This design comes from an exercise in tuning for small area and a short achievable clock period on the open sky130 flow, not from production work.
The RTL was checked by simulation tests, not by an equivalence proof against the original design.
Power figures rest on the tool's default switching activity, not on a simulated workload.

`flow/config.mk`:
```
export PLATFORM = sky130hd
export DESIGN_NAME = ledsr_core
export DESIGN_NICKNAME = ledsr_core
export VERILOG_FILES = /design/flow/design.v
export SDC_FILE = /design/flow/constraint.sdc
export NUM_CORES = 4
export LEC_CHECK = 0
export CAP_MARGIN = 20
export CORE_MARGIN = 2
export CORE_UTILIZATION = 78
export CTS_BUF_LIST = sky130_fd_sc_hd__clkbuf_8 sky130_fd_sc_hd__clkbuf_16
export CTS_CLUSTER_DIAMETER = 90
export CTS_CLUSTER_SIZE = 30
export PLACE_DENSITY = 0.85
export SETUP_SLACK_MARGIN = 4.5
export SLEW_MARGIN = 20
```
`flow/constraint.sdc`:
```
create_clock -name core_clock -period 7.0 [get_ports {clk}]
set_input_delay 1.4000 -clock core_clock [delete_from_list [all_inputs] [get_ports {clk}]]
set_output_delay 1.4000 -clock core_clock [all_outputs]
set_load 0.01 [all_outputs]
```
`flow/design.v`:
```
module ledsr_core (
    input  wire       clk,
    input  wire       rst,         
    input  wire       en,          
    input  wire       wr_en,       
    input  wire [7:0] wr_addr,     
    input  wire [7:0] wr_data,
    input  wire       start,       
    output reg        busy,
    output reg        pin_data,
    output reg        pin_clk,
    output reg        pin_stb
);
    reg [1535:0] fr;
    reg [23:0] wq_grp_n;
    reg [7:0]  wq_lane_n, wq_data;
    integer wi;
    always @(posedge clk) begin
        for (wi = 0; wi < 24; wi = wi + 1)
            wq_grp_n[wi] <= !((wr_addr[7:5] == wi / 3) && (wr_addr[4:3] == wi % 3));
        for (wi = 0; wi < 8; wi = wi + 1)
            wq_lane_n[wi] <= !(wr_en && (wr_addr[2:0] == wi));
        wq_data <= wr_data;
    end
    genvar gl, gc, gn;
    generate
        for (gl = 0; gl < 8; gl = gl + 1) begin : g_led
            for (gc = 0; gc < 3; gc = gc + 1) begin : g_chan
                for (gn = 0; gn < 8; gn = gn + 1) begin : g_lane
                    wire sel = !(wq_grp_n[gl * 3 + gc] || wq_lane_n[gn]);
                    always @(posedge clk)
                        if (sel)
                            fr[((gl * 3 + gc) * 8 + gn) * 8 +: 8] <= wq_data;
                end
            end
        end
    endgenerate
    reg [2:0] led_i;
    reg [1:0] chan_k;
    reg [2:0] plane_p;
    reg [2:0] plane_c1, plane_c2, plane_c3;
    reg [7:0] rd_led;
    reg [7:0] rd_plane [0:3];    
    reg [1:0] rd_k;
    integer ri;
    always @(posedge clk) begin
        for (ri = 0; ri < 8; ri = ri + 1) begin
            rd_led[ri]      <= (led_i == ri);
            rd_plane[0][ri] <= (plane_p == ri);
            rd_plane[1][ri] <= (plane_c1 == ri);
            rd_plane[2][ri] <= (plane_c2 == ri);
            rd_plane[3][ri] <= (plane_c3 == ri);
        end
        rd_k <= chan_k;
    end
    reg [7:0] part_r, part_g, part_b;    
    reg [1:0] k_d;
    generate
        for (gn = 0; gn < 8; gn = gn + 1) begin : g_rd
            wire [7:0] br, bg, bb;       
            for (gl = 0; gl < 8; gl = gl + 1) begin : g_rl
                assign br[gl] = |(fr[((gl * 3 + 0) * 8 + gn) * 8 +: 8] & rd_plane[gn / 2]);
                assign bg[gl] = |(fr[((gl * 3 + 1) * 8 + gn) * 8 +: 8] & rd_plane[gn / 2]);
                assign bb[gl] = |(fr[((gl * 3 + 2) * 8 + gn) * 8 +: 8] & rd_plane[gn / 2]);
            end
            always @(posedge clk) begin
                part_r[gn] <= |(br & rd_led);
                part_g[gn] <= |(bg & rd_led);
                part_b[gn] <= |(bb & rd_led);
            end
        end
    endgenerate
    wire [7:0] sel_part = (k_d == 2'd0) ? part_g :
                          (k_d == 2'd1) ? part_r : part_b;
    wire [7:0] word_d;
    generate
        for (gn = 0; gn < 8; gn = gn + 1) begin : g_wd
            assign word_d[7 - gn] = sel_part[gn];
        end
    endgenerate
    reg [7:0] fifo_mem [0:7];
    reg [3:0] fifo_count;
    reg       push_d, push_d2;
    reg [2:0] wp_dat;        
    wire [3:0] count_inc = fifo_count + 4'd1;
    wire [3:0] count_dec = fifo_count - 4'd1;
    wire fifo_full  = fifo_count[3];
    wire fifo_empty = (fifo_count == 4'd0);
    reg        feeding, settling;
    reg [4:0]  settle_hi;
    wire push     = feeding && !fifo_full;
    wire pos_last = (led_i == 3'd7) && (chan_k == 2'd2) && (plane_p == 3'd0);
    wire settle_done = (settle_hi == 5'd28) && (led_i == 3'd5) &&
                       (chan_k == 2'd0) && (plane_p == 3'd4);
    wire advance  = push || settling;
    always @(posedge clk) begin
        k_d <= rd_k;
        if (rst) begin
            busy     <= 1'b0;
            feeding  <= 1'b0;
            settling <= 1'b0;
        end else if (!feeding && !settling) begin
            if (start) begin
                busy     <= 1'b1;
                feeding  <= 1'b1;
            end
        end else begin
            if (push && pos_last) begin
                feeding   <= 1'b0;
                settling  <= 1'b1;
                settle_hi <= 5'd0;
            end
            if (settling) begin
                if (settle_done) begin
                    busy     <= 1'b0;
                    settling <= 1'b0;
                end
                if (pos_last)
                    settle_hi <= settle_hi + 5'd1;
            end
        end
        if (!feeding && !settling) begin
            led_i    <= 3'd0;
            chan_k   <= 2'd0;
            plane_p  <= 3'd7;
            plane_c1 <= 3'd7;
            plane_c2 <= 3'd7;
            plane_c3 <= 3'd7;
        end else if (advance) begin
            if (plane_p != 3'd0) begin
                plane_p  <= plane_p - 3'd1;
                plane_c1 <= plane_c1 - 3'd1;
                plane_c2 <= plane_c2 - 3'd1;
                plane_c3 <= plane_c3 - 3'd1;
            end else begin
                plane_p  <= 3'd7;
                plane_c1 <= 3'd7;
                plane_c2 <= 3'd7;
                plane_c3 <= 3'd7;
                if (chan_k != 2'd2) begin
                    chan_k <= chan_k + 2'd1;
                end else begin
                    chan_k <= 2'd0;
                    led_i  <= led_i + 3'd1;
                end
            end
        end
    end
    localparam [2:0] ST_HEADER = 3'd0, ST_PULL = 3'd1,
                     ST_LOOP0  = 3'd2, ST_LOOP1 = 3'd3, ST_LOOP2 = 3'd4;
    reg [2:0] st;
    reg [2:0] cnt;
    reg       ph;
    reg [7:0] osr;
    reg       pop_d, pop_d2;
    reg [2:0] rp_dat;        
    wire pop = en && (st == ST_PULL) && !fifo_empty;
    integer j;
    always @(posedge clk) begin
        push_d  <= push && !rst;
        push_d2 <= push_d && !rst;
        if (push_d2)
            fifo_mem[wp_dat] <= word_d;
        pop_d  <= pop && !rst;
        pop_d2 <= pop_d && !rst;
        if (pop_d2)
            osr <= fifo_mem[rp_dat];
        if (rst) begin
            wp_dat <= 3'd0;
            rp_dat <= 3'd0;
        end else begin
            if (push_d2)
                wp_dat <= wp_dat + 3'd1;
            if (pop_d2)
                rp_dat <= rp_dat + 3'd1;
        end
        if (rst) begin
            fifo_count <= 4'd0;
        end else begin
            if (push != pop)
                fifo_count <= push ? count_inc : count_dec;
        end
    end
    always @(posedge clk) begin
        if (rst) begin
            st       <= ST_HEADER;
            cnt      <= 3'd0;
            ph       <= 1'b0;
            pin_data <= 1'b0;
            pin_clk  <= 1'b0;
            pin_stb  <= 1'b0;
        end else if (en) begin
            case (st)
                ST_HEADER: begin
                    pin_data <= 1'b1;
                    pin_clk  <= 1'b0;
                    pin_stb  <= 1'b1;
                    st       <= ST_PULL;
                end
                ST_PULL: begin
                    if (!fifo_empty) begin
                        cnt <= 3'd0;
                        ph  <= 1'b0;
                        st  <= ST_LOOP0;
                    end
                end
                ST_LOOP0, ST_LOOP1, ST_LOOP2: begin
                    if (!ph) begin
                        if (st == ST_LOOP0)
                            pin_data <= 1'b1;
                        else if (st == ST_LOOP1)
                            pin_data <= osr[~cnt];
                        else
                            pin_data <= 1'b0;
                        pin_clk <= 1'b0;
                        pin_stb <= 1'b0;
                        ph      <= 1'b1;
                    end else begin
                        pin_clk <= 1'b1;
                        ph      <= 1'b0;
                        cnt     <= cnt + 3'd1;
                        if (cnt == 3'd7)
                            st <= (st == ST_LOOP0) ? ST_LOOP1 :
                                  (st == ST_LOOP1) ? ST_LOOP2 : ST_HEADER;
                    end
                end
                default: st <= ST_HEADER;
            endcase
        end
    end
endmodule
```
`flow/run.sh`:
```
#!/bin/bash
# synth_recipe.tcl (not shown) runs the flow's synth.tcl, then flattens the netlist and writes it again
# the make line also repeats each setting of config.mk as NAME=value (left out here)
make -C /OpenROAD-flow-scripts/flow DESIGN_CONFIG=/design/flow/config.mk WORK_HOME=/design/flow/orfs CLKGATE_MAP_FILE= SYNTH_SCRIPT=/design/flow/synth_recipe.tcl finish
```
==> results of run 1 <==
-- routing by layer --
metal	track usage [%]	wire length, um	vias to the layer above
met3	8.78	24600	494
met4	17.1	7150	12
li1	-	-	14700
met2	58.3	73100	3247
met5	0	82	-
met1	52.7	51800	17900
-- synth_stat cells (all sizes together) (8+ instances only) --
| library cell | number | share of area [%] |
|---|---|---|
| a22oi | 867 | 10 |
| o21ai | 33 | 0.27 |
| mux2i | 13 | 0.20 |
| nand3 | 10 | 0.086 |
| mux2 | 8 | 0.14 |
| edfxtp | 1613 | 76 |
| nor2b | 28 | 0.28 |
| and2 | 19 | 0.19 |
| buf | 58 | 0.38 |
| nand2 | 62 | 0.37 |
| clkbuf | 180 | 1.1 |
| dfxtp | 152 | 4.8 |
| inv | 18 | 0.11 |
| nand4 | 222 | 2.2 |
| mux4 | 18 | 0.64 |
| nor3 | 9 | 0.071 |
| a21oi | 14 | 0.11 |
| ha | 34 | 0.67 |
| nor2 | 219 | 1.3 |
-- area by class of cell --
class | count | area [sq um] | area share [%]
clock buffers | 70 | 1750 | 2.61
well taps | 1060 | 1330 | 1.98
diodes | 7 | 17.5 | 0.0261
clock inverters | 49 | 243 | 0.362
inverters | 18 | 67.6 | 0.101
repair buffers | 90 | 827 | 1.23
flip-flops and latches | 1765 | 51600 | 76.9
multi-input cells | 1625 | 11200 | 16.7
-- repair_timing --
item,4_1_cts,5_1_grt
setup endpoints to repair,11,24
buffers inserted,2,0
cloned,0,0
gates resized for setup,26,3
-- cells in the final DEF (no fill, tap or decap), types with 26 or more instances in the layout --
| master | n |
|---|---|
| dfxtp_2 | 47 |
| o21ai_0 | 28 |
| ha_1 | 34 |
| nand4_1 | 222 |
| nor2b_1 | 26 |
| buf_4 | 59 |
| inv_1 | 61 |
| edfxtp_1 | 1613 |
| dfxtp_1 | 97 |
| clkbuf_16 | 70 |
| nand2_1 | 62 |
| nor2_1 | 218 |
| a22oi_1 | 867 |
-- kinds of logic after synthesis --
kind of cell | count (synthesis) | share of synthesized area, %
adders and majority gates | 35 | 0.699
xor gates and xnor gates | 14 | 0.193
and+or+nand+nor | 602 | 4.87
AOI/OAI and AO/OA | 935 | 10.9
muxes | 39 | 0.982
DFF | 1765 | 80.8
buffers and inverters | 256 | 1.55
-- final timing paths --
path	end	slack [ps]	cells past startpoint
worst max-delay path	pin_data	4480	1
worst min-delay path	k_d[1]	330	0
worst max register to register	fifo_count[3]	4660	8
worst min register to register	k_d[1]	330	0
-- flip-flops by register name, summed over array words and instances (netlist names), 4 cells and up --
signal / count
part_r: 8
wq_lane_n: 8
fifo_mem: 64
fifo_count: 4
osr: 8
wq_grp_n: 24
part_b: 8
fr: 1536
settle_hi: 5
part_g: 8
rd_plane: 32
rd_led: 8
wq_data: 8
-- power groups by stage --
stage | combinational (mW) | clock [mW] | sequential [mW]
finish | 0.761 | 4.84 | 11.7
CTS | 0.741 | 4.81 | 11.7
global route | 0.801 | 5.13 | 11.7
global placement | 0.712 | 0 | 11.9
floorplan | 0.400 | 0 | 11.9
detailed placement | 0.730 | 0 | 11.9
-- per-stage QoR --
stage	power (mW)	cell area [sq um]	hold WS (ps)	setup slack [ps]	utilization, %
global placement	12.6	65000	313	3830	80.5
CTS	17.2	67000	329	4450	83.0
finish	17.3	67000	330	4480	83.1
detailed placement	12.6	65000	312	3680	80.5
global route	17.6	67000	339	4440	83.1
floorplan	12.3	63700	310	4690	-
==> metrics.cfg, run 1 <==
[run_status]
status = complete, no violations

[sta]
max_freq_mhz = 397
slew_headroom_pct = 13.9
fin_crit_ps = 2520
setup_tns_ps = 0
finalSetupViolations = 0
grt_setup_unrepaired = true
tightest_slew_ps = 1290
finClkSkew_ps = 21.5
slew_violations = 0
fin_crit_sh_pct = 36.0
hold_viol_final = 0

[place]
place_hpwl_mm = 75.2
gp_congestion = 0.781
port_buffers = 24
dp_cells = 4556

[critical_path]
path_cells = buf_6
crit_path_top_delay_cell = dfxtp_2
cp.required_ps = 5600
cp-start-kind = flip-flop
crit_buf_inv = 1
critPathArrivalTime_ps = 1120
crit_path_end_kind = primary output
r2r-start = feeding
worstSetupStartpoint = pin_data
slowest_delay_ps = 340
worstPathMaxFanout = 2
worstSetupPathType = flip-flop to primary output
cpLargestDelayFamily = flip-flops

[finish]
fillers = 3468
areaGrowthSynthToFinish_pct = 5.26
drive_above_1_share_pct = 6.69
fin_nets = 3624
final_cell_count_no_fill = 4684

[synth]
synth_warnings = 2
syn_area_sq_um = 63700
syn_inst = 3646
async_reset_ff_share_pct = 0
synth_edf_count = 1613
syn-num-nets = 3702
ys_seq_area_share_pct = 80.8
synth_ff_type = edfxtp_1
syn_avg_cell_area_sq_um = 17.5
ys_seq_elements = 1765
synth_cell_types = 57

[pwr]
pwr-share-seq_pct = 67.6
pwr-share-comb_pct = 4.4
cellPowerDensity_nw_per_um2 = 258
peakVddDrop_uv = 253
power_leakage_nw = 20.3
p_sw_share_pct = 20.9
switching_power_mw = 3.61
clkPwrFrac_pct = 28.0
internal_power_mw = 13.7

[die]
die_area_sq_um = 83900
io_pins = 25
core_sq_um = 80700
die_y_um = 290
start_util_pct = 78.9
num_rows = 104
die_x_um = 290

[grt]
grt_pass1_wl_mm = 227
grt_use_total_pct = 37.7
antenna_found_initial = 4
grt_pass1_vias = 36000
grt_max_degree = 193
grt_overflow = 0

[detailed_routing]
drt_iter0_markers = 5636
ant_nets = 0
post_drt_wl_per_cell_um = 33.5
vias_per_cell = 7.75
drc = 0
routed_wl_mm = 157
num_vias = 36300
drt-pass1-iter-count = 7

[clock_network]
path_clk_slew_ps = 110
cts_tree = done
clk_path_buf_depth = 3
numCtsBuffers = 68
cts_root_buffer = clkbuf_16
clock_sinks = 1765
ctsHoldBuffers = 0
htreeDepth = 3
clk_latency_ps = 680

[worst_hold_path]
hold_path_class = flip-flop to flip-flop
hp-start = rd_k[1]

[run]
drv_cap = 0

==> run 2, diff against run 1 <==
--- a/flow/config.mk
+++ b/flow/config.mk
@@ -8,9 +8,9 @@
 export CAP_MARGIN = 20
 export CORE_MARGIN = 2
-export CORE_UTILIZATION = 78
+export CORE_UTILIZATION = 72
 export CTS_BUF_LIST = sky130_fd_sc_hd__clkbuf_8 sky130_fd_sc_hd__clkbuf_16
 export CTS_CLUSTER_DIAMETER = 90
 export CTS_CLUSTER_SIZE = 30
-export PLACE_DENSITY = 0.85
+export PLACE_DENSITY = 0.8
 export SETUP_SLACK_MARGIN = 4.5
 export SLEW_MARGIN = 20
==> run 2 against run 1 <==
Net effect: still clean; sequential share of layout area is 0.18 points lower; worst setup slack worse by 5.0 ps; area after synthesis stayed put; clock-buffer cell count stayed put; hold slack better by 31 ps; core utilization is 6.7 points lower; non-clock buffer count is 11 higher; via count is 1.2% lower; cell count is 2.6% higher; critical path type unchanged; largest power group unchanged; highest routed layer is now met4.
==> metrics.cfg, run 2 <==
[run_status]
status = complete, no violations

[sta]
slew_violations = 0
setup_tns_ps = 0
fin_ws_ps = 4470
grt_setup_unrepaired = true
hold_viol_final = 0
max_freq_mhz = 396
fin_crit_ps = 2530
fin_crit_sh_pct = 36.1
slew_headroom_pct = 17.7
tightest_slew_ps = 1230
finalSetupViolations = 0
finClkSkew_ps = 34.0

[synth]
synth_cell_types = 57
synth_edf_count = 1613
yosysMostFrequentCell = edfxtp_1
synth_top_area_share_pct = 76.1
synth_ff_type = edfxtp_1
synth_area_leaders = edfxtp_1 (76%), a22oi_1 (10%), dfxtp_1 (4.8%)
syn-num-nets = 3702
syn_avg_cell_area_sq_um = 17.5
async_reset_ff_share_pct = 0
ys_seq_area_share_pct = 80.8
synth_warnings = 2
syn_area_sq_um = 63700
yosysTopAreaCell = edfxtp_1
syn_inst = 3646
ys_seq_elements = 1765
synth.top_cells.by_count = edfxtp_1 (1613), a22oi_1 (867), nand4_1 (222), nor2_1 (219), clkbuf_1 (179)

[detailed_routing]
post_drt_wl_per_cell_um = 32.9
drt_iter0_markers = 5661
ant_nets = 0
routed_wl_mm = 158
num_vias = 35900
drt-pass1-iter-count = 9
drc = 0
vias_per_cell = 7.47

[critical_path]
crit_buf_inv = 1
path_cells = buf_6
cp-start-kind = flip-flop
cp.required_ps = 5600
crit_path_top_delay_cell = dfxtp_2
r2r_slack_ps = 4640
critPathArrivalTime_ps = 1130
crit_path_end_kind = primary output
r2r-start = wq_data[3]
r2r_cells = 1
worstSetupPathType = flip-flop to primary output
worstReg2RegEnd = fr[1099]
worstPathMaxFanout = 2
cpLargestDelayFamily = flip-flops
slowest_delay_ps = 340

[finish]
fillers = 4679
regMostFlops = fr
top_regs = fr x1536, fifo_mem x64, rd_plane x32
layout_commonest_cell = edfxtp_1
fin_nets = 3636
largest_register_ff_count = 1536
final_cell_mix = edfxtp_1 (1613), a22oi_1 (867), nand4_1 (222)
drive_above_1_share_pct = 6.99
areaGrowthSynthToFinish_pct = 5.51

[grt]
grt_pass1_vias = 35600
grt_overflow = 0
grt_max_degree = 105
antenna_found_initial = 3
grt_pass1_wl_mm = 228
grt_use_total_pct = 34.9

[place]
place_hpwl_mm = 76.8
gp_congestion = 0.808
preCtsSetupSlack_ps = 3910
port_buffers = 24

[clock_network]
numCtsBuffers = 69
cts_root_buffer = clkbuf_16
clock_sinks = 1765
cts_tree = done
clk_path_buf_depth = 3
path_clk_slew_ps = 110
htreeDepth = 3
ctsHoldBuffers = 0
clk_latency_ps = 690

[pwr]
peakVddDrop_uv = 231
power_leakage_nw = 20.4
cellPowerDensity_nw_per_um2 = 257

[worst_hold_path]
min_to = k_d[1]
holdPathStages = 0
hp-start = rd_k[1]
hold_path_class = flip-flop to flip-flop

[die]
start_util_pct = 72.4
num_rows = 109
die_x_um = 301
io_pins = 25
die_area_sq_um = 90800
core_sq_um = 88000
die_y_um = 301

[run]
drv_cap = 0

run 2: repair_timing:
item,4_1_cts,5_1_grt
buffers inserted,2,0
resized for setup,26,3
setup endpoints to repair,29,51
run 2: logic make-up (layout without fill, tap and decap cells):
family          after synthesis  after routing  synth area share, %
fa+ha+maj                    35             35                0.699
other cells                   0              7                    0
compound gates              935            935                 10.9
buf+inv                     256            243                 1.55
flops                      1765           1765                 80.8
xor+xnor                     14             14                0.193
simple gates                602            602                 4.87
mux                          39             39                0.982
run 2: worst max path at each step:
stage	to	start	depth (start not counted)
2_1_floorplan	fifo_count[3]	en	4
3_5_place_dp	fifo_count[0]	en	5
4_1_cts	pin_stb	pin_stb	1
5_1_grt	busy	busy	1
6_report	busy	busy	1
3_3_place_gp	pin_data	en	4
run 2: per-layer routing:
metal	part of all wire, %	routed length, um	track usage [%]
met1	34	54200	49.1
met2	47	74600	54.4
met3	14	22900	7.83
met4	4.0	6240	14.1
met5	0	0	0
run 2: final cells by class:
class | count | area, sq um | share of cell area (%)
flip-flops and latches | 1765 | 51600 | 76.8
multi-input cells | 1625 | 11200 | 16.7
clock buffers | 70 | 1740 | 2.59
well taps | 1165 | 1460 | 2.17
repair buffers | 101 | 852 | 1.27
clock inverters | 54 | 264 | 0.393
inverters | 18 | 67.6 | 0.101
diodes | 7 | 17.5 | 0.0261
run 2: report_power, final:
group          total [mW]  internal, mW  switching, mW  leakage (nW)
Combinational       0.770         0.221          0.549          3.47
Sequential           11.7          11.6          0.113          15.8
Clock                4.84          1.86           2.98          1.14
Total                17.3          13.6           3.64          20.4
run 2: through the flow:
step,instance area [sq um],hold WS [ps],utilization (%),power (mW),std cells
floorplan,63700,310,-,12.3,3646
global placement,65100,320,74.0,12.6,4671
detailed placement,65100,316,74.0,12.6,4671
CTS,67100,356,76.3,17.3,4797
global route,67200,361,76.4,17.6,4798
finish,67200,361,76.4,17.3,4805

static timing again, ports no longer ideal:
No port has a modelled driver above. Below, the same layouts with a new extraction and two added sets of constraints. Step 1 assumes that a clkbuf_16 drives the clock port and a buf_2 every other input. Step 2, shift: input delay + t, output delay - t, t = (earliest + latest rising clock arrival at the registers) / 2. This alone moves slack from input paths to output paths. Slacks: ideal ports / drivers / drivers and shift; pairs: ideal ports / drivers.
| run | shift t [ns] | setup slack, ns | latest minus earliest clock arrival (ns) |
|---|---|---|---|
| run 1 | 0.736 | 4.479 / 4.410 / 3.898 | 0.025 / 0.026 |
| run 2 | 0.750 | 4.474 / 4.400 / 3.913 | 0.037 / 0.037 |
After both steps setup and hold are still met in every run listed. The setup slack of run 1, which loses most, moves by -0.069 ns with the drivers and by -0.581 ns with both steps.
